From an optimization exercise on the open Yosys and OpenROAD flow, aimed at small area, a short achievable clock period and few clock cycles; shortcuts taken in it are not production practice.
The RTL was checked by simulation tests, not by an equivalence proof against the original design.
No activity file was given, so power comes from the tool's default toggle rates.

==> design.v <==
module primality_core (
    input  wire        clk,
    input  wire        rst,
    input  wire        cmd_valid,
    output wire        cmd_ready,
    input  wire [2:0]  cmd_op,
    input  wire        cmd_dflt,
    input  wire [31:0] cmd_rounds,
    input  wire [63:0] cmd_a,
    input  wire [63:0] cmd_b,
    input  wire [63:0] cmd_m,
    output wire        wit_req,
    output wire [63:0] wit_n,
    input  wire        wit_valid,
    input  wire [63:0] wit_data,
    output wire        rsp_valid,
    input  wire        rsp_ready,
    output wire [63:0] rsp_data,
    output wire [2:0]  rsp_status,
    output wire        busy
);
    localparam integer K  = 4;                  
    localparam integer NC = (66 + K - 1) / K;   
    localparam integer RB = K * NC;             
    localparam integer TW = 67 + K;             
    localparam [2:0] OP_MULMOD  = 3'd0,
                     OP_MODPOW  = 3'd1,
                     OP_FERMATW = 3'd2,
                     OP_MRW     = 3'd3,
                     OP_FERMAT  = 3'd4,
                     OP_MR      = 3'd5;
    localparam [2:0] ST_OK        = 3'd0,
                     ST_MOD_ZERO  = 3'd1,
                     ST_ILLEGAL   = 3'd2,
                     ST_WIT_RANGE = 3'd3;
    localparam integer IDLE = 0,  DEC  = 1,  SKA  = 2,  SKB  = 3,
                       TZA  = 4,  TZB  = 5,  RED1 = 6,  RED2 = 7,
                       REDE = 8,  ROUND = 9, WREQ = 10, WC1  = 11,
                       WC2  = 12, MM   = 13, CPA  = 14, CK1  = 15,
                       CK2  = 16, EXP0 = 17, EXP1 = 18, GD1  = 19,
                       GD2  = 20, GADD = 21, GS1  = 22, GS2  = 23,
                       GEND = 24, RESP = 25, N3   = 26,
                       NS   = 27;
    reg [NS-1:0] st;
    reg [2:0]  op;
    reg [2:0]  stat;
    reg [31:0] rnds;
    reg [64:0] ra;               
    reg [63:0] rb;               
    reg [63:0] rm;               
    reg [65:0] n3;               
    reg [64:0] yr;               
    reg [66:0] s_r;              
    reg [65:0] c_r;              
    reg        cin;              
    reg [K-1:0] xd;              
    reg [7:0]  cnt;
    reg [5:0]  j;                
    reg [5:0]  jtop;             
    reg [5:0]  ms;               
    reg [5:0]  mrj;              
    reg        inloop;
    reg        gen;              
    reg        gsq;              
    reg        mk_sq, mk_mul, mk_conv, mk_out;    
    reg        eb_r, el_r, xb_r;
    reg        f_one, f_hi;
    wire is_mulmod = (op == OP_MULMOD);
    wire is_modpow = (op == OP_MODPOW);
    wire is_fermat = (op == OP_FERMATW) || (op == OP_FERMAT);
    wire is_single = (op == OP_FERMATW) || (op == OP_MRW);
    wire is_mr     = (op == OP_MR) || (op == OP_MRW);
    wire is_test   = op[2] | op[1];
    wire [64:0] yop = ({65{mk_sq}}   & yr)
                    | ({65{mk_mul}}  & ra)
                    | ({65{mk_conv}} & {1'b0, rb})
                    | {64'd0, mk_out};
    reg [K-1:0] nn_d, nn_r, q, xp;
    wire [K-1:0] qv = s_r[K-1:0] + c_r[K-1:0] + {{(K-1){1'b0}}, cin} + xp;
    always @(*) begin
        case (rm[3:1])
            3'd0: nn_d = 4'd15;
            3'd1: nn_d = 4'd5;
            3'd2: nn_d = 4'd3;
            3'd3: nn_d = 4'd9;
            3'd4: nn_d = 4'd7;
            3'd5: nn_d = 4'd13;
            3'd6: nn_d = 4'd11;
            3'd7: nn_d = 4'd1;
            default: nn_d = 4'd0;
        endcase
    end
    always @(*) begin
        case ({qv, nn_r[3:1]})
            7'd0: q = 4'd0;
            7'd1: q = 4'd0;
            7'd2: q = 4'd0;
            7'd3: q = 4'd0;
            7'd4: q = 4'd0;
            7'd5: q = 4'd0;
            7'd6: q = 4'd0;
            7'd7: q = 4'd0;
            7'd8: q = 4'd1;
            7'd9: q = 4'd3;
            7'd10: q = 4'd5;
            7'd11: q = 4'd7;
            7'd12: q = 4'd9;
            7'd13: q = 4'd11;
            7'd14: q = 4'd13;
            7'd15: q = 4'd15;
            7'd16: q = 4'd2;
            7'd17: q = 4'd6;
            7'd18: q = 4'd10;
            7'd19: q = 4'd14;
            7'd20: q = 4'd2;
            7'd21: q = 4'd6;
            7'd22: q = 4'd10;
            7'd23: q = 4'd14;
            7'd24: q = 4'd3;
            7'd25: q = 4'd9;
            7'd26: q = 4'd15;
            7'd27: q = 4'd5;
            7'd28: q = 4'd11;
            7'd29: q = 4'd1;
            7'd30: q = 4'd7;
            7'd31: q = 4'd13;
            7'd32: q = 4'd4;
            7'd33: q = 4'd12;
            7'd34: q = 4'd4;
            7'd35: q = 4'd12;
            7'd36: q = 4'd4;
            7'd37: q = 4'd12;
            7'd38: q = 4'd4;
            7'd39: q = 4'd12;
            7'd40: q = 4'd5;
            7'd41: q = 4'd15;
            7'd42: q = 4'd9;
            7'd43: q = 4'd3;
            7'd44: q = 4'd13;
            7'd45: q = 4'd7;
            7'd46: q = 4'd1;
            7'd47: q = 4'd11;
            7'd48: q = 4'd6;
            7'd49: q = 4'd2;
            7'd50: q = 4'd14;
            7'd51: q = 4'd10;
            7'd52: q = 4'd6;
            7'd53: q = 4'd2;
            7'd54: q = 4'd14;
            7'd55: q = 4'd10;
            7'd56: q = 4'd7;
            7'd57: q = 4'd5;
            7'd58: q = 4'd3;
            7'd59: q = 4'd1;
            7'd60: q = 4'd15;
            7'd61: q = 4'd13;
            7'd62: q = 4'd11;
            7'd63: q = 4'd9;
            7'd64: q = 4'd8;
            7'd65: q = 4'd8;
            7'd66: q = 4'd8;
            7'd67: q = 4'd8;
            7'd68: q = 4'd8;
            7'd69: q = 4'd8;
            7'd70: q = 4'd8;
            7'd71: q = 4'd8;
            7'd72: q = 4'd9;
            7'd73: q = 4'd11;
            7'd74: q = 4'd13;
            7'd75: q = 4'd15;
            7'd76: q = 4'd1;
            7'd77: q = 4'd3;
            7'd78: q = 4'd5;
            7'd79: q = 4'd7;
            7'd80: q = 4'd10;
            7'd81: q = 4'd14;
            7'd82: q = 4'd2;
            7'd83: q = 4'd6;
            7'd84: q = 4'd10;
            7'd85: q = 4'd14;
            7'd86: q = 4'd2;
            7'd87: q = 4'd6;
            7'd88: q = 4'd11;
            7'd89: q = 4'd1;
            7'd90: q = 4'd7;
            7'd91: q = 4'd13;
            7'd92: q = 4'd3;
            7'd93: q = 4'd9;
            7'd94: q = 4'd15;
            7'd95: q = 4'd5;
            7'd96: q = 4'd12;
            7'd97: q = 4'd4;
            7'd98: q = 4'd12;
            7'd99: q = 4'd4;
            7'd100: q = 4'd12;
            7'd101: q = 4'd4;
            7'd102: q = 4'd12;
            7'd103: q = 4'd4;
            7'd104: q = 4'd13;
            7'd105: q = 4'd7;
            7'd106: q = 4'd1;
            7'd107: q = 4'd11;
            7'd108: q = 4'd5;
            7'd109: q = 4'd15;
            7'd110: q = 4'd9;
            7'd111: q = 4'd3;
            7'd112: q = 4'd14;
            7'd113: q = 4'd10;
            7'd114: q = 4'd6;
            7'd115: q = 4'd2;
            7'd116: q = 4'd14;
            7'd117: q = 4'd10;
            7'd118: q = 4'd6;
            7'd119: q = 4'd2;
            7'd120: q = 4'd15;
            7'd121: q = 4'd13;
            7'd122: q = 4'd11;
            7'd123: q = 4'd9;
            7'd124: q = 4'd7;
            7'd125: q = 4'd5;
            7'd126: q = 4'd3;
            7'd127: q = 4'd1;
            default: q = 4'd0;
        endcase
    end
    function [2*TW-1:0] csa;
        input [TW-1:0] a, b, c;
        begin
            csa = {((a & b) | (a & c) | (b & c)) << 1, a ^ b ^ c};
        end
    endfunction
    wire [TW-1:0] ys = {{(TW-65){1'b0}}, yop};
    wire [TW-1:0] ns = {{(TW-64){1'b0}}, rm};
    wire [TW-1:0] r_s  = {{(TW-66){1'b0}}, s_r[65:0]};
    wire [TW-1:0] r_c  = {{(TW-66){1'b0}}, c_r} | {{(TW-1){1'b0}}, cin};
    wire [TW-1:0] r_x0 = xd[0] ? ys        : {TW{1'b0}};
    wire [TW-1:0] r_x1 = xd[1] ? (ys << 1) : {TW{1'b0}};
    wire [TW-1:0] r_x2 = xd[2] ? (ys << 2) : {TW{1'b0}};
    wire [TW-1:0] r_x3 = xd[3] ? (ys << 3) : {TW{1'b0}};
    wire [TW-1:0] n3s  = {{(TW-66){1'b0}}, n3};
    wire [TW-1:0] r_m0 = q[1] ? (q[0] ? n3s : (ns << 1)) : (q[0] ? ns : {TW{1'b0}});
    wire [TW-1:0] r_m1 = (q[3] ? (q[2] ? n3s : (ns << 1)) : (q[2] ? ns : {TW{1'b0}})) << 2;
    wire [2*TW-1:0] a1 = csa(r_s, r_c, r_x0);
    wire [2*TW-1:0] a2 = csa(r_x1, r_x2, r_x3);
    wire [2*TW-1:0] a3 = csa(a1[TW-1:0], a1[2*TW-1:TW], a2[TW-1:0]);
    wire [2*TW-1:0] a4 = csa(a3[TW-1:0], a3[2*TW-1:TW], a2[2*TW-1:TW]);
    wire [2*TW-1:0] b1 = csa(a4[TW-1:0], a4[2*TW-1:TW], r_m0);
    wire [2*TW-1:0] b2 = csa(b1[TW-1:0], b1[2*TW-1:TW], r_m1);
    wire [TW-1:0] ta = b2[TW-1:0];
    wire [TW-1:0] tb = b2[2*TW-1:TW];
    wire [65:0] mm_s   = ta[K +: 66];
    wire [65:0] mm_c   = tb[K +: 66];
    wire        mm_cin = |ta[K-1:0];
    wire        bred = st[RED1] & ra[63] & !is_test;
    wire [66:0] ad_p = st[CPA]                      ? s_r :
                       (st[RED1] | st[GD1] | st[N3]) ? {1'b0, yr, bred} :
                                                      {2'b00, yr};
    wire [66:0] ad_q = st[CPA]  ? {1'b0, c_r} :
                       st[GADD] ? (gsq ? {1'b0, c_r} : {2'b00, ra}) :
                                  ~{3'b000, rm};
    wire        ad_ci = st[CPA] ? cin : !st[GADD];
    wire [67:0] sum2 = {ad_p, ad_ci} + {ad_q, ad_ci};
    wire [66:0] sum  = sum2[67:1];
    wire       ebit  = is_modpow ? rb[j] : (rm[j] & (j != 6'd0));
    wire [5:0] estop = is_mr ? ms : 6'd0;
    wire [K*NC+K-1:0] yr_pad = {{(K*NC+K-65){1'b0}}, yr};
    wire [63:0] one_m = (rm[63:1] == 63'd0) ? 64'd0 : 64'd1;
    wire red_last = (cnt == (is_test ? 8'd2 * RB - 8'd1 :
                             gen     ? 8'd63 : 8'd63 + RB));
    wire wit_ok = (ra[63:1] != 63'd0) && s_r[66] && !(&s_r[65:0]);
    wire f_nm1 = f_hi & !s_r[0];
    wire f_eqn = f_hi & s_r[0];
    reg [NS-1:0] nx;
    reg          mm_go;           
    reg          mk_sq_n, mk_mul_n, mk_conv_n, mk_out_n;
    reg          g_go;            
    reg          gsq_n;
    reg          j_dec;
    reg          set_y0, set_y1, set_yone;
    reg          red_go;          
    reg          red_r2;          
    always @(*) begin
        nx = {NS{1'b0}};
        mm_go = 1'b0;
        mk_sq_n = 1'b0; mk_mul_n = 1'b0; mk_conv_n = 1'b0; mk_out_n = 1'b0;
        g_go = 1'b0; gsq_n = 1'b0;
        j_dec = 1'b0;
        set_y0 = 1'b0; set_y1 = 1'b0; set_yone = 1'b0;
        red_go = 1'b0; red_r2 = 1'b0;
        if (st[IDLE]) begin
            if (cmd_valid) nx[DEC] = 1'b1;
            else           nx[IDLE] = 1'b1;
        end
        if (st[DEC]) begin
            if (op[2:1] == 2'b11) begin
                set_y0 = 1'b1; nx[RESP] = 1'b1;
            end else if (!is_test) begin
                if (rm == 64'd0) begin
                    set_y0 = 1'b1; nx[RESP] = 1'b1;
                end else begin
                    nx[N3] = 1'b1;
                end
            end else if (rm[63:1] == 63'd0) begin
                set_y0 = 1'b1; nx[RESP] = 1'b1;
            end else if (rm[63:2] == 62'd0) begin
                set_y1 = 1'b1; nx[RESP] = 1'b1;
            end else if (!rm[0]) begin
                set_y0 = 1'b1; nx[RESP] = 1'b1;
            end else begin
                nx[N3] = 1'b1;
            end
        end
        if (st[N3]) begin
            if (is_mulmod) red_go = 1'b1;
            else           nx[SKA] = 1'b1;
        end
        if (st[SKA]) nx[SKB] = 1'b1;
        if (st[SKB]) begin
            if (eb_r) begin
                if (is_modpow)  red_go = 1'b1;
                else if (is_mr) nx[TZA] = 1'b1;
                else begin red_go = 1'b1; red_r2 = 1'b1; end
            end else if (j == 6'd0) begin
                set_yone = 1'b1; nx[RESP] = 1'b1;
            end else begin
                j_dec = 1'b1; nx[SKA] = 1'b1;
            end
        end
        if (st[TZA]) nx[TZB] = 1'b1;
        if (st[TZB]) begin
            if (eb_r) begin red_go = 1'b1; red_r2 = 1'b1; end
            else nx[TZA] = 1'b1;
        end
        if (red_go) nx[RED1] = 1'b1;
        if (st[RED1]) nx[RED2] = 1'b1;
        if (st[RED2]) begin
            if (red_last) nx[REDE] = 1'b1;
            else          nx[RED1] = 1'b1;
        end
        if (st[REDE]) begin
            if (is_test)        nx[ROUND] = 1'b1;
            else if (is_mulmod) nx[GD1] = 1'b1;
            else                nx[EXP0] = 1'b1;
        end
        if (st[EXP0]) nx[EXP1] = 1'b1;
        if (st[EXP1]) begin
            if (el_r) begin
                if (gen) nx[RESP] = 1'b1;
                else begin mm_go = 1'b1; mk_out_n = 1'b1; end
            end else begin
                j_dec = 1'b1;
                if (gen) begin g_go = 1'b1; gsq_n = 1'b1; end
                else begin mm_go = 1'b1; mk_sq_n = 1'b1; end
            end
        end
        if (st[ROUND]) begin
            if (rnds == 32'd0) begin
                set_y1 = 1'b1; nx[RESP] = 1'b1;
            end else if (is_single) nx[WC1] = 1'b1;
            else                    nx[WREQ] = 1'b1;
        end
        if (st[WREQ]) begin
            if (wit_valid) nx[WC1] = 1'b1;
            else           nx[WREQ] = 1'b1;
        end
        if (st[WC1]) nx[WC2] = 1'b1;
        if (st[WC2]) begin
            if (!wit_ok) begin
                set_y0 = 1'b1; nx[RESP] = 1'b1;
            end else begin
                mm_go = 1'b1; mk_conv_n = 1'b1;
            end
        end
        if (st[MM]) begin
            if (cnt[5:0] == NC - 1) nx[CPA] = 1'b1;
            else                    nx[MM] = 1'b1;
        end
        if (st[CPA]) begin
            if (mk_out) nx[CK1] = 1'b1;
            else begin
                mm_go = 1'b1;
                if (mk_sq && inloop)       mk_out_n = 1'b1;
                else if (mk_sq && eb_r)    mk_mul_n = 1'b1;
                else if (el_r)             mk_out_n = 1'b1;
                else begin j_dec = 1'b1;   mk_sq_n  = 1'b1; end
            end
        end
        if (st[CK1]) nx[CK2] = 1'b1;
        if (st[CK2]) begin
            if (is_modpow) nx[RESP] = 1'b1;
            else if (is_fermat) begin
                if (f_one) nx[ROUND] = 1'b1;
                else begin set_y0 = 1'b1; nx[RESP] = 1'b1; end
            end else if (!inloop) begin
                if (f_one || f_nm1) nx[ROUND] = 1'b1;
                else if (ms == 6'd1) begin set_y0 = 1'b1; nx[RESP] = 1'b1; end
                else begin mm_go = 1'b1; mk_sq_n = 1'b1; end
            end else begin
                if (f_nm1) nx[ROUND] = 1'b1;
                else if (mrj == ms - 6'd1) begin set_y0 = 1'b1; nx[RESP] = 1'b1; end
                else begin mm_go = 1'b1; mk_sq_n = 1'b1; end
            end
        end
        if (mm_go) nx[MM] = 1'b1;
        if (st[GD1]) nx[GD2] = 1'b1;
        if (st[GD2]) begin
            if (xb_r)                 nx[GADD] = 1'b1;
            else if (cnt[5:0] == 6'd63) nx[GEND] = 1'b1;
            else                      nx[GD1] = 1'b1;
        end
        if (st[GADD]) nx[GS1] = 1'b1;
        if (st[GS1])  nx[GS2] = 1'b1;
        if (st[GS2]) begin
            if (cnt[5:0] == 6'd63) nx[GEND] = 1'b1;
            else                   nx[GD1] = 1'b1;
        end
        if (st[GEND]) begin
            if (is_mulmod) nx[RESP] = 1'b1;
            else if (gsq && eb_r) begin g_go = 1'b1; gsq_n = 1'b0; end
            else if (el_r) nx[RESP] = 1'b1;
            else begin j_dec = 1'b1; g_go = 1'b1; gsq_n = 1'b1; end
        end
        if (g_go) nx[GD1] = 1'b1;
        if (st[RESP]) begin
            if (rsp_ready) nx[IDLE] = 1'b1;
            else           nx[RESP] = 1'b1;
        end
    end
    wire gsel_lt = s_r[66];         
    wire y_sum   = (st[CPA] & !mk_out) | st[GADD];
    wire y_sr    = (st[RED2] | st[GD2] | st[GS2]) & !gsel_lt;
    wire y_dbl   = (st[RED2] | st[GD2]) & gsel_lt;
    wire y_pow   = st[CK2] & is_modpow;
    reg [64:0] yr_d;
    wire [5:0]  r2_sh  = st[SKB] ? j : jtop;
    wire [63:0] r2_one = 64'd1 << r2_sh;
    wire [K-1:0] yr_lo_d = st[CPA] ? sum[K-1:0] : yr[K-1:0];
    wire [K-1:0] xd_d  = st[MM] ? yr_pad[K * (cnt[5:0] + 1) +: K] : yr_lo_d;
    wire [K-1:0] ylo_d = !mm_go  ? yop[K-1:0] :
                         mk_sq_n  ? yr_lo_d :
                         mk_mul_n ? ra[K-1:0] :
                         mk_conv_n ? rb[K-1:0] : {{(K-1){1'b0}}, 1'b1};
    always @(*) begin
        if (y_sum)                        yr_d = sum[64:0];
        else if (y_sr)                    yr_d = s_r[64:0];
        else if (y_dbl)                   yr_d = {yr[63:0], st[RED2] & ra[63] & !is_test};
        else if (y_pow)                   yr_d = f_eqn ? 65'd0 : s_r[64:0];
        else if (set_y0 | g_go | (st[REDE] & is_mulmod) | (red_go & !red_r2))
                                          yr_d = 65'd0;
        else if (red_r2)                  yr_d = {1'b0, r2_one};
        else if (set_y1)                  yr_d = 65'd1;
        else if (set_yone)                yr_d = {1'b0, one_m};
        else if (st[DEC])                 yr_d = {rm, 1'b0};
        else if (st[ROUND])               yr_d = ra;
        else if (st[WREQ])                yr_d = {1'b0, wit_data};
        else                              yr_d = yr;
    end
    always @(posedge clk) begin
        yr <= yr_d;
        if (st[MM]) begin
            s_r <= {1'b0, mm_s};
            c_r <= mm_c;
            cin <= mm_cin;
        end else begin
            if ((st[CPA] & mk_out) | st[RED1] | st[GD1] | st[GS1] | st[WC1])
                s_r <= sum;
            else if (mm_go)
                s_r <= 67'd0;
            if (mm_go | st[CPA])
                c_r <= 66'd0;
            else if (st[REDE] & is_mulmod)
                c_r <= {2'b00, rb};
            else if (g_go)
                c_r <= {1'b0, yr};
            if (mm_go | st[CPA])
                cin <= 1'b0;
        end
        xd <= xd_d;
        xp <= xd_d * ylo_d;
        nn_r <= nn_d;
        if (st[N3]) n3 <= sum[65:0];
        if (st[IDLE]) begin
            ra <= {1'b0, cmd_a};
            rb <= cmd_b;
            rm <= cmd_m;
            op <= cmd_op;
            if (cmd_op == OP_FERMATW || cmd_op == OP_MRW) rnds <= 32'd1;
            else if (cmd_dflt)                            rnds <= 32'd10;
            else                                          rnds <= cmd_rounds;
        end else begin
            if (st[WREQ])
                ra <= {1'b0, wit_data};
            else if (st[CPA] & mk_conv)
                ra <= sum[64:0];
            else if (st[REDE] & !is_test)
                ra <= yr;
            else if (st[RED2] & !is_test)
                ra <= {ra[63:0], 1'b0};
            if (st[REDE] & is_test)
                rb <= yr[63:0];
            if (st[ROUND] && rnds != 32'd0)
                rnds <= rnds - 32'd1;
        end
    end
    always @(posedge clk) begin
        eb_r <= ebit;
        el_r <= (j == estop);
        xb_r <= c_r[6'd63 - cnt[5:0]];
        f_one <= (s_r[65:0] == 66'd1);
        f_hi  <= (s_r[65:1] == {2'b00, rm[63:1]});
        if (mm_go) begin
            mk_sq   <= mk_sq_n;
            mk_mul  <= mk_mul_n;
            mk_conv <= mk_conv_n;
            mk_out  <= mk_out_n;
        end
        if (st[MM])                       cnt <= cnt + 8'd1;
        else if (st[RED2] | st[GD2] & !xb_r | st[GS2])
                                          cnt <= cnt + 8'd1;
        else if (red_r2)                  cnt <= {2'b00, r2_sh};
        else if (mm_go | g_go | red_go | (st[REDE] & is_mulmod))
                                          cnt <= 8'd0;
        if (g_go) gsq <= gsq_n;
        else if (st[REDE]) gsq <= 1'b0;
        if (st[DEC]) begin
            j      <= 6'd63;
            gen    <= is_mulmod | !rm[0];
            stat   <= (op[2:1] == 2'b11) ? ST_ILLEGAL :
                      (!is_test && rm == 64'd0) ? ST_MOD_ZERO : ST_OK;
        end else if (st[SKB] & eb_r) begin
            jtop <= j;
            j    <= 6'd1;
        end else if (st[TZB] & eb_r) begin
            ms <= j;
        end else if (st[TZB]) begin
            j <= j + 6'd1;
        end else if (st[REDE] | st[WC2]) begin
            j <= jtop;
        end else if (j_dec) begin
            j <= j - 6'd1;
        end
        if (st[WC2] & !wit_ok) stat <= ST_WIT_RANGE;
        if (st[WC2] | st[DEC]) inloop <= 1'b0;
        else if (st[CK2] & !inloop & mm_go) begin
            inloop <= 1'b1;
            mrj    <= 6'd1;
        end else if (st[CK2] & mm_go) begin
            mrj    <= mrj + 6'd1;
        end
        if (rst) begin
            st <= {{(NS-1){1'b0}}, 1'b1};
        end else begin
            st <= nx;
        end
    end
    reg busy_r, nwreq_r;
    always @(posedge clk) begin
        if (rst) begin
            busy_r  <= 1'b0;
            nwreq_r <= 1'b1;
        end else begin
            busy_r  <= !nx[IDLE];
            nwreq_r <= !nx[WREQ];
        end
    end
    assign cmd_ready  = !busy_r;
    assign busy       = busy_r;
    assign wit_req    = !nwreq_r;
    assign wit_n      = rm;
    assign rsp_valid  = st[RESP];
    assign rsp_data   = yr[63:0];
    assign rsp_status = stat;
endmodule
==> flow/run.sh <==
#!/bin/bash
set -euo pipefail
bash standard.sh SETUP_SLACK_MARGIN=6.5 finish > std_flow.log 2>&1
==> standard.sh <==
#!/bin/bash
# synth_recipe.tcl (not shown) runs the flow's synth.tcl, then flattens the netlist and writes it again
# the make line also repeats each setting of config.mk as NAME=value (left out here)
make -C /OpenROAD-flow-scripts/flow DESIGN_CONFIG=/design/flow/config.mk WORK_HOME=/design/flow/orfs CLKGATE_MAP_FILE= SYNTH_SCRIPT=/design/flow/synth_recipe.tcl "${@:-finish}"
==> config.mk <==
export PLATFORM = sky130hd
export DESIGN_NAME = primality_core
export DESIGN_NICKNAME = primality_core
export VERILOG_FILES = /design/flow/design.v
export SDC_FILE = /design/flow/constraint.sdc
export NUM_CORES = 4
export LEC_CHECK = 0
export CAP_MARGIN = 20
export CORE_MARGIN = 2
export CORE_UTILIZATION = 40
export SLEW_MARGIN = 20
==> constraint.sdc <==
create_clock -name core_clock -period 12.0 [get_ports {clk}]
set_input_delay 2.4000 -clock core_clock [delete_from_list [all_inputs] [get_ports {clk}]]
set_output_delay 2.4000 -clock core_clock [all_outputs]
set_load 0.01 [all_outputs]
==> run summary <==
## timing repair
| item | in CTS | in global routing |
|---|---|---|
| hold endpoints to repair | 0 | 0 |
| gates cloned | 4 | 3 |
| hold buffers | 0 | 0 |
| resized for setup | 35 | 34 |
| endpoints found under the setup margin | 317 | 217 |
| pin swaps | 5 | 7 |
| buffers inserted | 12 | 19 |
## synthesized netlist by cell type, types with 91 or more instances
| cell | number |
|---|---|
| nand2_1 | 658 |
| mux2i_1 | 265 |
| nor2b_1 | 280 |
| a21oi_1 | 410 |
| xnor2_1 | 109 |
| mux2_2 | 140 |
| inv_1 | 480 |
| ha_1 | 98 |
| and2_1 | 91 |
| nor2_1 | 260 |
| o21ai_0 | 381 |
| fa_1 | 391 |
| edfxtp_1 | 523 |
| clkbuf_1 | 394 |
## kinds of logic (layout without fill, tap and decap cells)
kind of cell | Yosys count | count (layout) | synth area share (%)
simple gates | 1723 | 1728 | 15.46
compound gates | 1438 | 1438 | 16.72
buf+inv | 1005 | 1246 | 7.426
flops | 579 | 579 | 30.46
fa+ha+maj | 490 | 490 | 16.41
mux | 483 | 483 | 10.84
xor+xnor | 167 | 167 | 2.673
other cells | 1 | 18 | 0.006789
## area by class of cell
class / instances / area [µm²] / share of cell area, %
Tap cell: 1794 / 2245 / 3.490
Inverter: 483 / 1815 / 2.823
Timing Repair Buffer: 613 / 5937 / 9.230
Clock buffer: 103 / 2245 / 3.490
Antenna cell: 17 / 42.54 / 0.06614
Clock inverter: 47 / 415.4 / 0.6458
Multi-Input combinational cell: 4307 / 34750 / 54.02
Sequential cell: 579 / 16870 / 26.23
## power groups by stage
stage | logic, mW | registers, mW | clock network, mW
floorplan | 3.41 | 2.55 | 0
global placement | 5.03 | 2.73 | 0
detailed placement | 5.10 | 2.73 | 0
CTS | 5.22 | 2.69 | 2.54
global route | 5.99 | 2.70 | 2.61
finish | 5.51 | 2.71 | 2.53
## placed cells by master, fill, tap and decap left out, types with 21 or more instances in the layout
cell type and count:
nand2_1 653, edfxtp_1 523, inv_1 480, clkdlybuf4s50_1 430, a21oi_1 409, fa_1 390, o21ai_0 376, nor2b_1 280
mux2i_1 265, nor2_1 253, buf_4 161, mux2_2 140, xnor2_1 99, ha_1 97, a222oi_1 88, and2_1 88
clkbuf_16 87, mux4_2 78, o22ai_1 73, a211oi_1 71, nand3_1 68, nor4_1 62, nand4_1 61, a22o_1 59
nor3b_1 56, xor2_1 52, nor3_1 50, dfxtp_1 43, o21ai_1 39, a21o_1 33, and3_1 31, o211ai_1 30
nand2b_1 22, a221oi_1 21
## final timing paths
check,endpoint,slack (ps)
max,xp[3]$_DFF_P_,6450
max reg2reg,xp[3]$_DFF_P_,6450
min reg2reg,st[16]$_SDFF_PP0_,450
min,st[16]$_SDFF_PP0_,450
## per-layer routing
metal	track usage, %	vias up	routed length (µm)
met4	24.14	22	21230
met3	13.07	1104	38510
met5	0	-	177
met1	48.50	26050	101500
li1	-	21360	-
met2	55.60	4454	115900
## registers in the layout, indices dropped and copies added (netlist names), 2 cells and up
| signal | count |
|---|---|
| s_r | 67 |
| xd | 4 |
| xp | 4 |
| ms | 6 |
| jtop | 6 |
| n3 | 66 |
| j | 6 |
| op | 3 |
| st | 27 |
| ra | 65 |
| rb | 64 |
| mrj | 6 |
| stat | 2 |
| rm | 64 |
| rnds | 32 |
| nn_r | 3 |
| c_r | 66 |
| yr | 65 |
| cnt | 8 |
## metrics by stage
step / utilization [%] / hold slack [ps] / instance area, µm² / setup slack (ps) / std cells
finish: 46.84 / 445.1 / 64320 / 6448 / 7943
global route: 46.81 / 460.8 / 64280 / 6426 / 7927
CTS: 46.53 / 440.4 / 63890 / 6463 / 7903
detailed placement: 44.33 / 427.4 / 60870 / 4874 / 7737
global placement: 44.32 / 418.2 / 60860 / 4902 / 7737
floorplan: - / 413.8 / 55230 / 6908 / 5886
## critical path, stage by stage (launching register included)
cell and delay [ps]:
edfxtp_1 410, buf_12 170, nor4_4 610, buf_4 230, nand4_1 360, or4_1 660
o211ai_2 190, nor2_2 190, a311oi_4 260, buf_4 210, inv_4 150, nor2_1 140
a21oi_1 90, nor2_1 110, ha_1 240, ha_1 280, ha_1 190, xor2_1 150
xnor2_1 210, xnor2_1 180, xnor3_1 340
==> qor.txt <==
Status = finished clean
RD Place Congestion = 1.013
Crit path time final = 5552 ps
Clk buf depth = 3
FF+latch count, synth = 579
Leading area contributor after synthesis = edfxtp_1
WS Path Type = flip-flop to flip-flop
Clock transition at path regs = 60 ps
Grt total ovfl = 0
TritonCTS clock tree = built
Final slew viol count = 0
Vias = 52,990
Antenna violations before repair = 29
DRT Wirelength = 277.3 mm
Slew headroom = 20.13%
Asr flop ratio synth = 0%
FP Rows = 136
Worst-skew pair later-pin latency = 760 ps
Drt wl/cell = 34.91 µm
Post-synthesis cell area = 0.05523 mm²
CP Capture Type = flip-flop
Count of different cell masters after synthesis = 99
Detailed Place HPWL = 193.8 mm
Area share of the largest cell type after synthesis = 28.43%
Final TNS setup = 0 ps
Worst slew pin tran = 1198 ps
TritonRoute pass-1 iters = 10
VDD IR-drop max = 0.0002870 V
Clock buffer count from CTS = 81
LEAKAGE = 24.39 nW
Syn Area/Cell = 9.384 µm²
Fmax = 180.1 MHz
Prevailing post-synth register cell = edfxtp_1
Clock power frac = 23.5%
Die area = 0.1411 mm²
RSZ-0062 raised after global routing = true
Area Growth Syn to Fin = 16.45%
Syn_nets = 6,672
Crit start category = flip-flop
# setup viols final = 0
Post-Route Skew = 52.28 ps
Nets = 6,851
Initial Util = 40.22%
Remaining antenna violation count after routing = 0
Die width = 375.6 µm
I/O pins = 432
Final Power = 10.75 mW
HP Start = st[15]$_SDFF_PP0_
Die H = 375.6 µm
Tot GR Track Use = 38.21%
Worst Path Max Fanout = 12
Top post-synthesis cells by area = edfxtp_1 (28%), fa_1 (14%), mux2i_1 (4.8%), nand2_1 (4.5%), a21oi_1 (3.7%)
Int Power = 5.951 mW
Max-cap violations = 0
Core ar. = 0.1373 mm²
Sequential element share of the synthesized area = 30.46%
Sequential power share = 25.2%
Clock Sinks = 579
H-tree depth = 3
FILL cells = 13,020
Final period util = 46.27%
Origin of the worst setup path = ra[7]$_DFFE_PP_
I/O Buffers = 430
Worst hold path type = flip-flop to flip-flop
Combinational power share = 51.3%
Post-route DRC violation count = 0
Yosys warns = 1
Hold Path Stages = 1
Via density = 6.671
Largest net degree at the start of global routing = 130
Reg2Reg Depth = 20
First-pass GRT wire length = 386.0 mm
Clk root buf = clkbuf_16
Sw Share = 44.62%
Fin. Hold Viols = 0
EDFF count, synth = 523
Arrival time at the worst endpoint = 6140 ps
1st-iter DRT viols = 8,584
Power per cell area = 167.1 mW/mm²
Syn Inst Count = 5,886
Switch Pwr = 4.795 mW
Vias in the first global route = 51,160
R2R Path Start = ra[7]$_DFFE_PP_
Share of cells above drive strength 1 = 10.71%
Critical Path RT = 12,590 ps
Testbench counts, summed over its fixed seeds: cycles 2,339,118.

[what the ideal ports hide]
The results above use ideal ports. As a check the final layout listed here was re-extracted and re-timed, cells and wires unchanged.
Step 1 (the two cells are an assumption about what drives the block):
set clk [get_ports {clk}]
set_driving_cell -lib_cell sky130_fd_sc_hd__clkbuf_16 $clk
set_driving_cell -lib_cell sky130_fd_sc_hd__buf_2 [delete_from_list [all_inputs] $clk]
Step 2 times the ports against the registers' clock, not the clock port: input delays grow and output delays shrink by t, the midpoint of the rising clock arrivals with the driver on.
a / b / c = ideal ports / drivers / drivers and shift; a / b = the first two.
t (ns): 0.808
setup WS [ns]: 6.448 / 6.448 / 6.448
worst setup path at the end: register to register
After both steps this run still meets setup and hold. The setup slack of this run moves by 0.000 ns with the drivers and by 0.000 ns with both steps.
